Source: an optimization exercise on an open RTL-to-GDS flow (aim: small area, a short achievable clock period and few clock cycles). Production flows keep margins and buffers that such runs may drop.
The RTL was checked by simulation tests, not by an equivalence proof against the original design.
Power figures rest on the tool's default switching activity, not on a simulated workload.

==> flow/design.v <==
module fbe (
    input  wire        clk,
    input  wire        rst,           
    input  wire        host_valid,
    output wire        host_ready,
    input  wire        host_write,
    input  wire [1:0]  host_size,     
    input  wire [15:0] host_addr,     
    input  wire [31:0] host_wdata,
    output reg         resp_valid,
    output reg  [31:0] resp_rdata,
    output reg         src_valid,
    output reg  [31:0] src_addr,
    input  wire        src_ready,
    input  wire [7:0]  src_data,
    output reg         sink_valid,
    output reg  [1:0]  sink_kind,     
    output reg  [7:0]  sink_data,
    input  wire        sink_ready
);
    localparam integer W  = 48;
    localparam integer H  = 32;
    localparam integer N  = W * H / 8;
    localparam [1:0] M_WHITE = 2'd0, M_BLACK = 2'd1, M_XOR = 2'd2, M_OR = 2'd3;
    localparam [7:0] OP_NOP = 8'h00, OP_CLEAR = 8'h01, OP_INVERT = 8'h02,
                     OP_SETPIXEL = 8'h03, OP_GETPIXEL = 8'h04, OP_LINE = 8'h05,
                     OP_HRUN = 8'h06, OP_VRUN = 8'h07, OP_RECT = 8'h08,
                     OP_FILLRECT = 8'h09, OP_CIRCLE = 8'h0A, OP_FILLCIRCLE = 8'h0B,
                     OP_BLIT = 8'h0C, OP_PRESENT = 8'h0D, OP_BACKLIGHT = 8'h0E;
    localparam [4:0] S_IDLE   = 5'd0,
                     S_WIN0   = 5'd1,    
                     S_WIN1   = 5'd2,    
                     S_GETP   = 5'd3,
                     S_FILL   = 5'd4,    
                     S_PRES   = 5'd5,
                     S_FLUSH  = 5'd6,
                     S_BLS    = 5'd7,
                     S_BOX    = 5'd8,    
                     S_RECT1  = 5'd9,
                     S_RECT2  = 5'd10,
                     S_LSET   = 5'd11,
                     S_LINE   = 5'd12,
                     S_CSET   = 5'd13,
                     S_CW1    = 5'd14,
                     S_CW2    = 5'd15,
                     S_BSET   = 5'd16,
                     S_BSKIP  = 5'd17,
                     S_BRUN   = 5'd18,
                     S_BDRAIN = 5'd19,
                     S_DONE   = 5'd20;
    reg [31:0] arg0, arg1, arg2;
    reg [3:0]  flags;                
    reg        bl;
    reg        result;
    reg [W*H-1:0] fb;                
    reg [4:0]  state;
    reg [7:0]  cmd_op;
    reg [1:0]  cmd_mode;
    reg [W-1:0] c0m, c1m;
    reg [H-1:0] rm;
    reg [5:0]  rda_col;
    reg [1:0]  rda_strip;
    reg        plast;
    reg [7:0]  wi;
    reg [1:0]  wn, wk;
    reg signed [15:0] lx, ly;
    reg signed [17:0] ldx, ldy;
    reg signed [18:0] lerr;
    reg               lsx, lsy;
    reg [15:0]        ca;            
    reg signed [16:0] cb;
    reg signed [18:0] cd;
    reg [31:0] bca;                  
    reg [5:0]  bx, bxl;              
    reg [2:0]  bkc, bnk;             
    reg signed [5:0] bp;             
    reg        blastm;               
    reg        bv;                   
    reg [7:0]  bb;
    reg [5:0]  pbx;
    reg signed [5:0] pbp;
    wire signed [17:0] A = {{2{arg0[15]}}, arg0[15:0]};
    wire signed [17:0] B = {{2{arg0[31]}}, arg0[31:16]};
    wire signed [17:0] C = {{2{arg1[15]}}, arg1[15:0]};
    wire signed [17:0] D = {{2{arg1[31]}}, arg1[31:16]};
    wire [15:0] Cu = arg1[15:0];
    wire [15:0] Du = arg1[31:16];
    wire [31:0] E  = arg2;
    wire ac_lt = (A < C);
    wire bd_lt = (B < D);
    wire bc_lt = (B < C);
    wire signed [17:0] xl = ac_lt ? A : C;
    wire signed [17:0] xr = ac_lt ? C : A;
    wire signed [17:0] yt = bd_lt ? B : D;
    wire signed [17:0] yb = bd_lt ? D : B;
    wire signed [17:0] rl = bc_lt ? B : C;
    wire signed [17:0] rh = bc_lt ? C : B;
    reg [H-1:0] rd_col;
    integer kx;
    always @(*) begin
        rd_col = {H{1'b0}};
        for (kx = 0; kx < W; kx = kx + 1)
            if (rda_col == kx) rd_col = rd_col | fb[H*kx +: H];
    end
    wire [7:0] rd_byte = rd_col[8*rda_strip +: 8];
    wire               c_fill = (cmd_op == OP_FILLCIRCLE);
    wire signed [17:0] ca_s   = {2'b00, ca};
    wire signed [17:0] cb_s   = {cb[16], cb};
    wire               c_ab   = (ca_s == cb_s);
    wire               c_last = (cd >= 0) || (ca_s + 1 > cb_s);
    wire               c_w2   = c_fill ? (c_last && !c_ab) : !c_ab;
    wire signed [18:0] cd_next = (cd < 0) ? cd + 2 * ca_s + 3 : cd + 2 * (ca_s - cb_s) + 5;
    wire signed [17:0] cb_next = (cd < 0) ? cb_s : cb_s - 1;
    wire signed [17:0] ca_next = ca_s + 1;
    wire               c_end   = (ca_next > cb_next);
    wire signed [17:0] c_cc = c_fill ? B : A;    
    wire signed [17:0] c_cr = c_fill ? A : B;    
    wire signed [17:0] c_u  = (state == S_CW1) ? ca_s : cb_s;
    wire signed [17:0] c_v  = (state == S_CW1) ? cb_s : ca_s;
    wire signed [19:0] le2     = {lerr, 1'b0};
    wire               lstep_x = (le2 >= ldy);
    wire               lstep_y = (le2 <= ldx);
    wire               l_end   = (lx == C[15:0]) && (ly == D[15:0]);
    wire [13:0] b_S     = {1'b0, Du[15:3]} + {13'd0, (Du[2:0] != 3'd0)};
    wire signed [17:0] b_ae = A + $signed({2'b00, Cu}) - 1;    
    wire signed [17:0] b_be = B + $signed({2'b00, Du}) - 1;    
    wire [15:0] b_negA  = -arg0[15:0];
    wire [15:0] b_negB  = -arg0[31:16];
    wire [12:0] b_k0    = B[17] ? b_negB[15:3] : 13'd0;        
    wire signed [17:0] b_t  = 18'sd31 - B;
    wire [13:0] b_t8    = b_t[16:3];                           
    wire        b_lastm = ({1'b0, b_S} - 15'd1 <= {1'b0, b_t8});
    wire [13:0] b_k1    = b_lastm ? b_S - 14'd1 : b_t8;
    wire [13:0] b_nk    = b_k1 - {1'b0, b_k0};
    wire signed [5:0] b_p0 = B[17] ? ((arg0[18:16] == 3'd0) ? 6'sd0 : {3'b111, arg0[18:16]})
                                   : B[5:0];
    wire [2:0]  b_hl    = arg1[18:16] - 3'd1;                  
    wire [7:0]  b_lmask = (8'd2 << b_hl) - 8'd1;
    reg               d_we, d_xrng, d_yrng, d_pat;
    reg signed [17:0] X1, X2, Y1, Y2;
    reg               d_k0, d_k1;
    always @(*) begin
        d_we   = 1'b0;
        d_xrng = 1'b1;
        d_yrng = 1'b1;
        d_pat  = 1'b0;
        X1 = A; X2 = A; Y1 = B; Y2 = B;
        case (state)
            S_BOX: begin
                d_we = 1'b1;
                case (cmd_op)
                    OP_HRUN:     begin X1 = rl; X2 = rh; Y1 = A;  Y2 = A;  end
                    OP_VRUN:     begin X1 = A;  X2 = A;  Y1 = rl; Y2 = rh; end
                    OP_FILLRECT: begin X1 = xl; X2 = xr; Y1 = yt; Y2 = yb; end
                    default:     begin X1 = A;  X2 = A;  Y1 = B;  Y2 = B;  end
                endcase
            end
            S_RECT1: begin
                d_we = 1'b1; d_yrng = 1'b0;
                X1 = xl; X2 = xr; Y1 = yt; Y2 = yb;
            end
            S_RECT2: begin
                d_we = 1'b1; d_xrng = 1'b0;
                X1 = xl; X2 = xr; Y1 = yt + 1; Y2 = yb - 1;
            end
            S_LINE: begin
                d_we = 1'b1;
                X1 = lx; X2 = lx; Y1 = ly; Y2 = ly;
            end
            S_CW1, S_CW2: begin
                d_we   = (state == S_CW1) || c_w2;
                d_xrng = 1'b0;
                d_yrng = c_fill;
                X1 = c_cc - c_u; X2 = c_cc + c_u;
                Y1 = c_cr - c_v; Y2 = c_cr + c_v;
            end
            S_BRUN, S_BDRAIN: begin
                d_we  = bv;
                d_pat = 1'b1;
                X1 = {12'd0, pbx}; X2 = {12'd0, pbx};
            end
            default: ;
        endcase
        if (state == S_BRUN || state == S_BDRAIN) begin
            d_k0 = 1'b0; d_k1 = 1'b1;
        end else begin
            d_k0 = (cmd_mode != M_BLACK);
            d_k1 = (cmd_mode != M_WHITE);
        end
    end
    wire signed [17:0] XH     = d_xrng ? X2 : X1;
    wire               x1_big = ~X1[17] & ((|X1[16:6]) | (X1[5:4] == 2'b11));
    wire               xh_big = ~XH[17] & ((|XH[16:6]) | (XH[5:4] == 2'b11));
    wire               x2_ok  = ~X2[17] & ~((|X2[16:6]) | (X2[5:4] == 2'b11));
    wire               x_empty = XH[17] | x1_big;
    wire [5:0]         x_lo   = X1[17] ? 6'd0 : X1[5:0];
    wire [5:0]         x_hi   = xh_big ? 6'd47 : XH[5:0];
    reg  [W-1:0]       colm;
    integer ix;
    always @(*) begin
        for (ix = 0; ix < W; ix = ix + 1)
            colm[ix] = (~x_empty & (ix >= x_lo) & (ix <= x_hi)) |
                       (~d_xrng & x2_ok & (X2[5:0] == ix));
    end
    wire signed [17:0] YH     = d_yrng ? Y2 : Y1;
    wire               y1_big = ~Y1[17] & (|Y1[16:5]);
    wire               yh_big = ~YH[17] & (|YH[16:5]);
    wire               y2_ok  = ~Y2[17] & ~(|Y2[16:5]);
    wire               y_empty = YH[17] | y1_big;
    wire [4:0]         y_lo   = Y1[17] ? 5'd0 : Y1[4:0];
    wire [4:0]         y_hi   = yh_big ? 5'd31 : YH[4:0];
    reg  [H-1:0]       rowg;
    integer iy;
    always @(*) begin
        for (iy = 0; iy < H; iy = iy + 1)
            rowg[iy] = (~y_empty & (iy >= y_lo) & (iy <= y_hi)) |
                       (~d_yrng & y2_ok & (Y2[4:0] == iy));
    end
    wire [2:0]  pb_r  = pbp[2:0];
    wire [14:0] pb_sh = {7'd0, bb} << pb_r;
    wire signed [2:0] pb_q = pbp[5:3];             
    reg  [H-1:0] rowp;
    integer is;
    always @(*) begin
        for (is = 0; is < 4; is = is + 1) begin
            rowp[8*is +: 8] = (pb_q == is)     ? pb_sh[7:0] :
                              (pb_q == is - 1) ? {1'b0, pb_sh[14:8]} : 8'd0;
        end
    end
    wire [H-1:0] rowm = d_pat ? rowp : rowg;
    genvar gx, gy;
    generate
        for (gx = 0; gx < W; gx = gx + 1) begin : g_col
            for (gy = 0; gy < H; gy = gy + 1) begin : g_row
                always @(posedge clk)
                    fb[H*gx + gy] <= fb[H*gx + gy] ? ~(c0m[gx] & rm[gy]) : (c1m[gx] & rm[gy]);
            end
        end
    endgenerate
    always @(posedge clk) begin
        if (rst || state == S_FILL) begin
            c0m <= {W{1'b1}};
            c1m <= {W{!rst && cmd_op == OP_INVERT}};
            rm  <= {H{1'b1}};
        end else begin
            c0m <= (d_we && d_k0) ? colm : {W{1'b0}};
            c1m <= (d_we && d_k1) ? colm : {W{1'b0}};
            rm  <= rowm;
        end
    end
    wire        acc      = host_valid && (state == S_IDLE);
    wire        is_reg   = (host_addr < 16'h001C) && (host_size == 2'd2) && (host_addr[1:0] == 2'b00);
    wire        is_win   = (host_addr >= 16'h1000);
    wire [15:0] win_i    = host_addr - 16'h1000;
    wire [2:0]  win_s    = (host_size == 2'd0) ? 3'd1 : (host_size == 2'd1) ? 3'd2 : 3'd4;
    wire        win_al   = (host_size == 2'd0) ? 1'b1 :
                           (host_size == 2'd1) ? (win_i[0] == 1'b0) : (win_i[1:0] == 2'b00);
    wire        win_ok   = is_win && !host_write && (host_size != 2'd3) && win_al &&
                           ({1'b0, win_i} + win_s <= N);
    wire [31:0] hdr      = host_wdata;
    wire        hdr_ill  = (hdr[31:10] != 22'd0) || (hdr[7:0] > OP_BACKLIGHT);
    wire        hdr_draw = (hdr[7:0] == OP_SETPIXEL) || (hdr[7:0] == OP_LINE) ||
                           (hdr[7:0] == OP_HRUN) || (hdr[7:0] == OP_VRUN) ||
                           (hdr[7:0] == OP_RECT) || (hdr[7:0] == OP_FILLRECT) ||
                           (hdr[7:0] == OP_CIRCLE) || (hdr[7:0] == OP_FILLCIRCLE);
    wire        hdr_badm = (hdr_draw && hdr[9:8] == M_OR) ||
                           (hdr[7:0] == OP_BLIT && hdr[9:8] != M_OR);
    assign host_ready = (state == S_IDLE);
    wire a_in  = (A >= 0) && (A < W) && (B >= 0) && (B < H);
    wire [1:0] wi_strip = (wi >= 8'd144) ? 2'd3 : (wi >= 8'd96) ? 2'd2 : (wi >= 8'd48) ? 2'd1 : 2'd0;
    wire [7:0] wi_col   = wi - {wi_strip, 5'd0} - {1'b0, wi_strip, 4'd0};
    wire b_fetch = src_valid && src_ready;
    wire b_colend = (bkc == 3'd0);
    always @(posedge clk) begin
        if (rst) begin
            state      <= S_IDLE;
            arg0       <= 32'd0;
            arg1       <= 32'd0;
            arg2       <= 32'd0;
            flags      <= 4'd0;
            bl         <= 1'b0;
            result     <= 1'b0;
            resp_valid <= 1'b0;
            resp_rdata <= 32'd0;
            src_valid  <= 1'b0;
            src_addr   <= 32'd0;
            sink_valid <= 1'b0;
            sink_kind  <= 2'd0;
            sink_data  <= 8'd0;
            cmd_op     <= 8'd0;
            cmd_mode   <= 2'd0;
            rda_col    <= 6'd0;
            rda_strip  <= 2'd0;
            plast      <= 1'b0;
            wi         <= 8'd0;
            wn         <= 2'd0;
            wk         <= 2'd0;
            lx         <= 16'sd0;
            ly         <= 16'sd0;
            ldx        <= 18'sd0;
            ldy        <= 18'sd0;
            lerr       <= 19'sd0;
            lsx        <= 1'b0;
            lsy        <= 1'b0;
            ca         <= 16'd0;
            cb         <= 17'sd0;
            cd         <= 19'sd0;
            bca        <= 32'd0;
            bx         <= 6'd0;
            bxl        <= 6'd0;
            bkc        <= 3'd0;
            bnk        <= 3'd0;
            bp         <= 6'sd0;
            blastm     <= 1'b0;
            bv         <= 1'b0;
            bb         <= 8'd0;
            pbx        <= 6'd0;
            pbp        <= 6'sd0;
        end else begin
            resp_valid <= 1'b0;
            case (state)
                S_IDLE: if (acc) begin
                    resp_rdata <= 32'd0;
                    resp_valid <= 1'b1;
                    if (host_size == 2'd3) begin
                        flags[3] <= 1'b1;
                    end else if (is_win) begin
                        if (win_ok) begin
                            resp_valid <= 1'b0;
                            wi    <= win_i[7:0];
                            wn    <= host_size;
                            state <= S_WIN0;
                        end else begin
                            flags[3] <= 1'b1;
                        end
                    end else if (!is_reg) begin
                        flags[3] <= 1'b1;
                    end else if (!host_write) begin
                        case (host_addr[4:2])
                            3'd1: resp_rdata <= arg0;
                            3'd2: resp_rdata <= arg1;
                            3'd3: resp_rdata <= arg2;
                            3'd4: resp_rdata <= {23'd0, bl, 4'd0, flags};
                            3'd5: resp_rdata <= {31'd0, result};
                            3'd6: resp_rdata <= {H[15:0], W[15:0]};
                            default: resp_rdata <= 32'd0;
                        endcase
                    end else begin
                        case (host_addr[4:2])
                            3'd1: arg0 <= host_wdata;
                            3'd2: arg1 <= host_wdata;
                            3'd3: arg2 <= host_wdata;
                            3'd4: flags <= flags & ~host_wdata[3:0];
                            3'd5, 3'd6: flags[3] <= 1'b1;
                            default: begin
                                cmd_op   <= hdr[7:0];
                                cmd_mode <= hdr[9:8];
                                if (hdr_ill) begin
                                    flags[0] <= 1'b1;
                                end else if (hdr_badm) begin
                                    flags[1] <= 1'b1;
                                end else begin
                                    case (hdr[7:0])
                                        OP_CLEAR, OP_INVERT: begin
                                            resp_valid <= 1'b0;
                                            state      <= S_FILL;
                                        end
                                        OP_SETPIXEL, OP_HRUN, OP_VRUN, OP_FILLRECT: begin
                                            resp_valid <= 1'b0;
                                            state      <= S_BOX;
                                        end
                                        OP_GETPIXEL: begin
                                            resp_valid <= 1'b0;
                                            rda_col    <= arg0[5:0];
                                            rda_strip  <= arg0[20:19];
                                            state      <= S_GETP;
                                        end
                                        OP_LINE: begin
                                            resp_valid <= 1'b0;
                                            state      <= S_LSET;
                                        end
                                        OP_RECT: begin
                                            resp_valid <= 1'b0;
                                            state      <= S_RECT1;
                                        end
                                        OP_CIRCLE, OP_FILLCIRCLE: begin
                                            resp_valid <= 1'b0;
                                            state      <= S_CSET;
                                        end
                                        OP_BLIT: begin
                                            resp_valid <= 1'b0;
                                            state      <= S_BSET;
                                        end
                                        OP_PRESENT: begin
                                            resp_valid <= 1'b0;
                                            sink_valid <= 1'b1;
                                            sink_kind  <= 2'd0;
                                            sink_data  <= rd_byte;
                                            rda_col    <= 6'd1;
                                            plast      <= 1'b0;
                                            state      <= S_PRES;
                                        end
                                        OP_BACKLIGHT: begin
                                            resp_valid <= 1'b0;
                                            bl         <= arg0[0];
                                            sink_valid <= 1'b1;
                                            sink_kind  <= 2'd2;
                                            sink_data  <= {7'd0, arg0[0]};
                                            state      <= S_BLS;
                                        end
                                        default: ;   
                                    endcase
                                end
                            end
                        endcase
                    end
                end
                S_WIN0: begin
                    rda_col   <= wi_col[5:0];
                    rda_strip <= wi_strip;
                    wk        <= 2'd0;
                    state     <= S_WIN1;
                end
                S_WIN1: begin
                    resp_rdata[8*wk +: 8] <= rd_byte;
                    wk      <= wk + 2'd1;
                    rda_col <= rda_col + 6'd1;
                    if (wk == ((wn == 2'd0) ? 2'd0 : (wn == 2'd1) ? 2'd1 : 2'd3)) begin
                        resp_valid <= 1'b1;
                        rda_col    <= 6'd0;
                        rda_strip  <= 2'd0;
                        state      <= S_IDLE;
                    end
                end
                S_GETP: begin
                    if (a_in) begin
                        result <= rd_byte[arg0[18:16]];
                    end else begin
                        result   <= 1'b0;
                        flags[2] <= 1'b1;
                    end
                    rda_col    <= 6'd0;
                    rda_strip  <= 2'd0;
                    resp_valid <= 1'b1;
                    state      <= S_IDLE;
                end
                S_FILL: state <= S_DONE;
                S_PRES: if (sink_ready) begin
                    if (plast) begin
                        sink_kind <= 2'd1;
                        sink_data <= 8'd0;
                        state     <= S_FLUSH;
                    end else begin
                        sink_data <= rd_byte;
                        plast     <= (rda_col == 6'd47) && (rda_strip == 2'd3);
                        if (rda_col == 6'd47) begin
                            rda_col   <= 6'd0;
                            rda_strip <= rda_strip + 2'd1;
                        end else begin
                            rda_col   <= rda_col + 6'd1;
                        end
                    end
                end
                S_FLUSH, S_BLS: if (sink_ready) begin
                    sink_valid <= 1'b0;
                    sink_kind  <= 2'd0;
                    sink_data  <= 8'd0;
                    resp_valid <= 1'b1;
                    state      <= S_IDLE;
                end
                S_BOX:   state <= S_DONE;
                S_RECT1: state <= S_RECT2;
                S_RECT2: state <= S_DONE;
                S_LSET: begin
                    lx    <= arg0[15:0];
                    ly    <= arg0[31:16];
                    ldx   <= (C > A) ? C - A : A - C;
                    lsx   <= (A < C);
                    ldy   <= (D > B) ? B - D : D - B;
                    lsy   <= (B < D);
                    lerr  <= ((C > A) ? C - A : A - C) + ((D > B) ? B - D : D - B);
                    state <= S_LINE;
                end
                S_LINE: begin
                    if (l_end) begin
                        state <= S_DONE;
                    end else begin
                        lerr <= lerr + (lstep_x ? ldy : 18'sd0) + (lstep_y ? ldx : 18'sd0);
                        if (lstep_x) lx <= lsx ? lx + 16'sd1 : lx - 16'sd1;
                        if (lstep_y) ly <= lsy ? ly + 16'sd1 : ly - 16'sd1;
                    end
                end
                S_CSET: begin
                    if (C < 0) begin
                        resp_valid <= 1'b1;
                        state      <= S_IDLE;
                    end else begin
                        ca    <= 16'd0;
                        cb    <= {1'b0, arg1[15:0]};
                        cd    <= 19'sd1 - C;
                        state <= S_CW1;
                    end
                end
                S_CW1, S_CW2: begin
                    if (state == S_CW1 && c_w2) begin
                        state <= S_CW2;
                    end else begin
                        ca    <= ca_next[15:0];
                        cb    <= cb_next[16:0];
                        cd    <= cd_next;
                        state <= c_end ? S_DONE : S_CW1;
                    end
                end
                S_BSET: begin
                    if (Cu == 16'd0 || Du == 16'd0 || b_be < 0 || B > H - 1 ||
                        b_ae < 0 || A > W - 1) begin
                        resp_valid <= 1'b1;
                        state      <= S_IDLE;
                    end else begin
                        bca    <= E + {19'd0, b_k0};
                        ca     <= A[17] ? b_negA : 16'd0;
                        bx     <= A[17] ? 6'd0 : arg0[5:0];
                        bxl    <= (b_ae > W - 1) ? 6'd47 : b_ae[5:0];
                        bnk    <= b_nk[2:0];
                        blastm <= b_lastm;
                        state  <= S_BSKIP;
                    end
                end
                S_BSKIP: begin
                    if (ca == 16'd0) begin
                        src_valid <= 1'b1;
                        src_addr  <= bca;
                        bkc       <= bnk;
                        bp        <= b_p0;
                        bv        <= 1'b0;
                        state     <= S_BRUN;
                    end else begin
                        ca  <= ca - 16'd1;
                        bca <= bca + {18'd0, b_S};
                    end
                end
                S_BRUN: begin
                    bv <= b_fetch;
                    if (b_fetch) begin
                        bb  <= (b_colend && blastm) ? (src_data & b_lmask) : src_data;
                        pbx <= bx;
                        pbp <= bp;
                        if (b_colend) begin
                            if (bx == bxl) begin
                                src_valid <= 1'b0;
                                state     <= S_BDRAIN;
                            end else begin
                                bx       <= bx + 6'd1;
                                bca      <= bca + {18'd0, b_S};
                                src_addr <= bca + {18'd0, b_S};
                                bkc      <= bnk;
                                bp       <= b_p0;
                            end
                        end else begin
                            bkc      <= bkc - 3'd1;
                            src_addr <= src_addr + 32'd1;
                            bp       <= bp + 6'sd8;
                        end
                    end
                end
                S_BDRAIN: begin
                    bv    <= 1'b0;
                    state <= S_DONE;
                end
                S_DONE: begin
                    resp_valid <= 1'b1;
                    state      <= S_IDLE;
                end
                default: state <= S_IDLE;
            endcase
        end
    end
endmodule
==> flow/run.sh <==
#!/bin/bash
# synth_recipe.tcl (not shown) runs the flow's synth.tcl, then flattens the netlist and writes it again
# the make line also repeats each setting of config.mk as NAME=value (left out here)
make -C /OpenROAD-flow-scripts/flow DESIGN_CONFIG=/design/flow/config.mk WORK_HOME=/design/flow/orfs CLKGATE_MAP_FILE= SYNTH_SCRIPT=/design/flow/synth_recipe.tcl finish
==> flow/config.mk <==
export PLATFORM = sky130hd
export DESIGN_NAME = fbe
export DESIGN_NICKNAME = fbe
export VERILOG_FILES = /design/flow/design.v
export SDC_FILE = /design/flow/constraint.sdc
export NUM_CORES = 4
export LEC_CHECK = 0
export CAP_MARGIN = 30
export CELL_PAD_IN_SITES_DETAIL_PLACEMENT = 1
export CELL_PAD_IN_SITES_GLOBAL_PLACEMENT = 2
export CORE_MARGIN = 2
export CORE_UTILIZATION = 20
export PLACE_DENSITY = 0.3
export SLEW_MARGIN = 40
==> flow/constraint.sdc <==
create_clock -name core_clock -period 16.0 [get_ports {clk}]
set_input_delay 3.2000 -clock core_clock [delete_from_list [all_inputs] [get_ports {clk}]]
set_output_delay 3.2000 -clock core_clock [all_outputs]
set_load 0.01 [all_outputs]
==> flow_summary.yaml <==
outcome:
  status: "no timing/DRC/antenna violations"
placed_design:
  portBuffers: 141
  routabilityCongestion: 0.916
  dp_hpwl_um: 677000
  place_worst_setup_slack_ns: 7.65
  place_area_um2: 128000
pwr:
  p_total_mw: 15.6
  max-vdd-ir-drop_mv: 0.0743
  power.density_nw_per_um2: 113
  p_leak_nw: 49.6
job:
  cap_violations: 0
worst_setup_path:
  crit_chain: "buf_4 -> clkinv_1 -> ha_1 -> nand2b_1 -> o2111ai_1 -> a21oi_2 -> a31o_2 -> nand2_1 -> a21oi_1 -> ha_1 -> nor4b_1 -> nand2_1 -> xnor2_1 -> o311ai_0 -> o211ai_1 -> a221o_1 -> nor4b_1 -> nand4_2 -> o21ai_2 -> nand4_2 -> nand2b_1 -> o311ai_0"
  cp.arrival_ns: 9.22
  start_kind: "flop"
  path_class: "flop to flop"
  end_kind: "flop"
  crit_path_max_fanout: 15
  worst_path_max_delay_cell: "ha_1"
  slowest_delay_ns: 0.66
  cp.required_ns: 16.77
timing:
  rsz0062_at_grt: "false"
  worstMarginPinSlew_ns: 1.00
  fmax_ghz: 0.118
  setup_viol: 0
  fin_crit_sh: 0.528
  relSlewSlack: 0.326
  finalMaxSlewViolations: 0
  hold_slack_ns: 0.456
  skew_ns: 0.0792
  final.setup.tns_ns: 0
  hold_viol: 0
  period_minus_slack_ns: 8.45
  setup_ws_ns: 7.55
clock_tree:
  clock_latency_ns: 1.00
  clockBufferDepth: 4
  hold_buffers: 0
  cts_tree: "yes"
  cts.sinks: 2096
  cts_buffers: 304
  post_cts_resize_count: 0
  cts-htree-levels: 5
  postCtsSetupRepairBufs: 0
  cts_root_buffer: "clkbuf_16"
  cts.clk_slew.worst_paths_ns: 0.06
yosys:
  synth_seq_cells: 2096
  synth-seq-area-share: 0.364
  syn_avg_cell_area_um2: 7.95
  yosys-top-cells-area: "dfxtp_1 36%, a21oi_1 10%, a31oi_1 9.0%, ha_1 5.5%, a22oi_1 4.8%"
  ys_warn_count: 1
  synth_cells: 14499
  synth_area_um2: 115000
  yosysMostFrequentCell: "a21oi_1"
  synth_top_flop_cell: "dfxtp_1"
  synth_top_area_cell: "dfxtp_1"
  ys_async_sr_fraction: 0
  synth_commonest_cells: "2329 x a21oi_1, 2096 x dfxtp_1, 1654 x a31oi_1"
  yosysTopAreaCellShare: 0.364
  synth.net_count: 15108
  yosys.cell_types.count: 127
  synth_edf_count: 0
drt:
  routed_wl_um: 981000
  drcViolationCount: 0
  via_per_inst: 5.72
  drtIter0Drc: 11912
  ant_nets: 0
  drt-pass1-iter-count: 8
  num_vias: 126408
  detail_route.wl_per_cell_um: 44.4
die:
  die_y_um: 763
  start_util: 0.201
  fp-row-count: 278
  pin_count: 142
  die_w_um: 763
  core_area_um2: 574000
  die_area_um2: 582000
global_routing:
  antenna_found_initial: 126
  overflow: 0
  grt_pass1_vias: 124141
  grt_pass1_wl_um: 1270000
  grt_max_degree: 97
  grt_use_total: 0.324
hold_path:
  hp-class: "flop to flop"
final_layout:
  drive_above_1_share: 0.106
  design_area_um2: 138000
  syn_to_final_growth_pct: 19.8
  nets: 14873
registers in the layout (all words and copies together) (netlist names), 19 cells and up:
name,count
bca,32
arg2,32
fb,1536
rm,32
c0m,48
arg1,32
c1m,48
src_addr,32
lerr,19
arg0,32
resp_rdata,32
cd,19
layer usage:
layer  track usage  part of all wire
met1         0.387              0.40
met3        0.0402             0.047
met5             0           0.00018
met2         0.554              0.48
met4         0.196             0.072
cells by family (layout without fill, tap and decap cells):
| logic type | Yosys count | after routing | synth area share |
|---|---|---|---|
| adders and majority gates | 545 | 545 | 0.0618 |
| buffers and inverters | 1739 | 1731 | 0.0579 |
| and+or+nand+nor | 3190 | 3190 | 0.131 |
| other | 0 | 52 | 0 |
| xor gates and xnor gates | 392 | 392 | 0.0299 |
| AOI/OAI and AO/OA | 6399 | 6399 | 0.343 |
| muxes | 138 | 138 | 0.0124 |
| DFF | 2096 | 2096 | 0.364 |
path summary, 6_finish.rpt:
kind,start,endpoint,slack (ns),cells after the start
worst max-delay path,arg0[18],rm[24],7.55,22
worst max register to register,arg0[18],rm[24],7.55,22
worst min register to register,bkc[1],bkc[1],0.46,2
worst min-delay path,bkc[1],bkc[1],0.46,2
layout make-up:
cell class	count	area, µm²
tap	7560	9460
sequential	2096	42400
inverter	443	1660
timing repair buffer	755	6740
clock inverter	70	920
clock buffer	463	8950
fill	66557	436000
multi-input combinational	10664	67800
antenna	52	130
placed cells by master (no fill, tap or decap), types with 292 or more instances in the layout:
| master | instances |
|---|---|
| a21oi_1 | 2321 |
| dfxtp_1 | 1959 |
| a31oi_1 | 1653 |
| nand2_1 | 1135 |
| a22oi_1 | 738 |
| nor2_1 | 681 |
| o21ai_0 | 552 |
| buf_4 | 528 |
| ha_1 | 503 |
| inv_1 | 416 |
| clkbuf_16 | 307 |
| xnor2_1 | 292 |
where the power goes:
group          internal [mW]  switching, mW
combinational          0.492           2.27
sequential              5.30          0.570
clock                   3.97           2.99
metrics by stage:
step            util  std cells
6_report       0.241      22103
4_1_cts        0.240      22048
3_5_place_dp   0.223      21515
3_3_place_gp   0.221      21477
5_1_grt        0.240      22066
2_1_floorplan      -      14499
critical path, delay by kind of cell, from the launching register on:
family,cells,cell delay (ns)
simple gates,8,2.92
xor+xnor,1,0.17
compound gates,9,2.85
flops,1,0.31
buf+inv,2,0.74
fa+ha+maj,2,1.22
Testbench counts, summed over its fixed seeds: cycles 16,590.

-- re-timing with driven ports --
How much do the figures lean on ideal ports? The routed layout below was timed once more, with nothing changed but the port constraints. Step 1: set_driving_cell puts a clkbuf_16 on clk and a buf_2 on each other input, an assumption about the parent block. Step 2 adds t to the input delays and takes it off the output delays; t is the mean of the earliest and latest rising clock arrival at the registers after step 1. Input paths then give back, and output paths get back, about the clock's delay inside the block. Three values: no drivers, after step 1, after step 2; two values: the first two.
t, ns: 1.114
setup slack, ns: 7.553 / 7.553 / 7.553
worst setup path at the end: register to register
worst register clock-pin slew, ns: 0.07 / 0.07
After both steps this run still meets setup and hold. For this run, drivers alone change the setup slack by 0.000 ns; drivers and shift together by 0.000 ns.
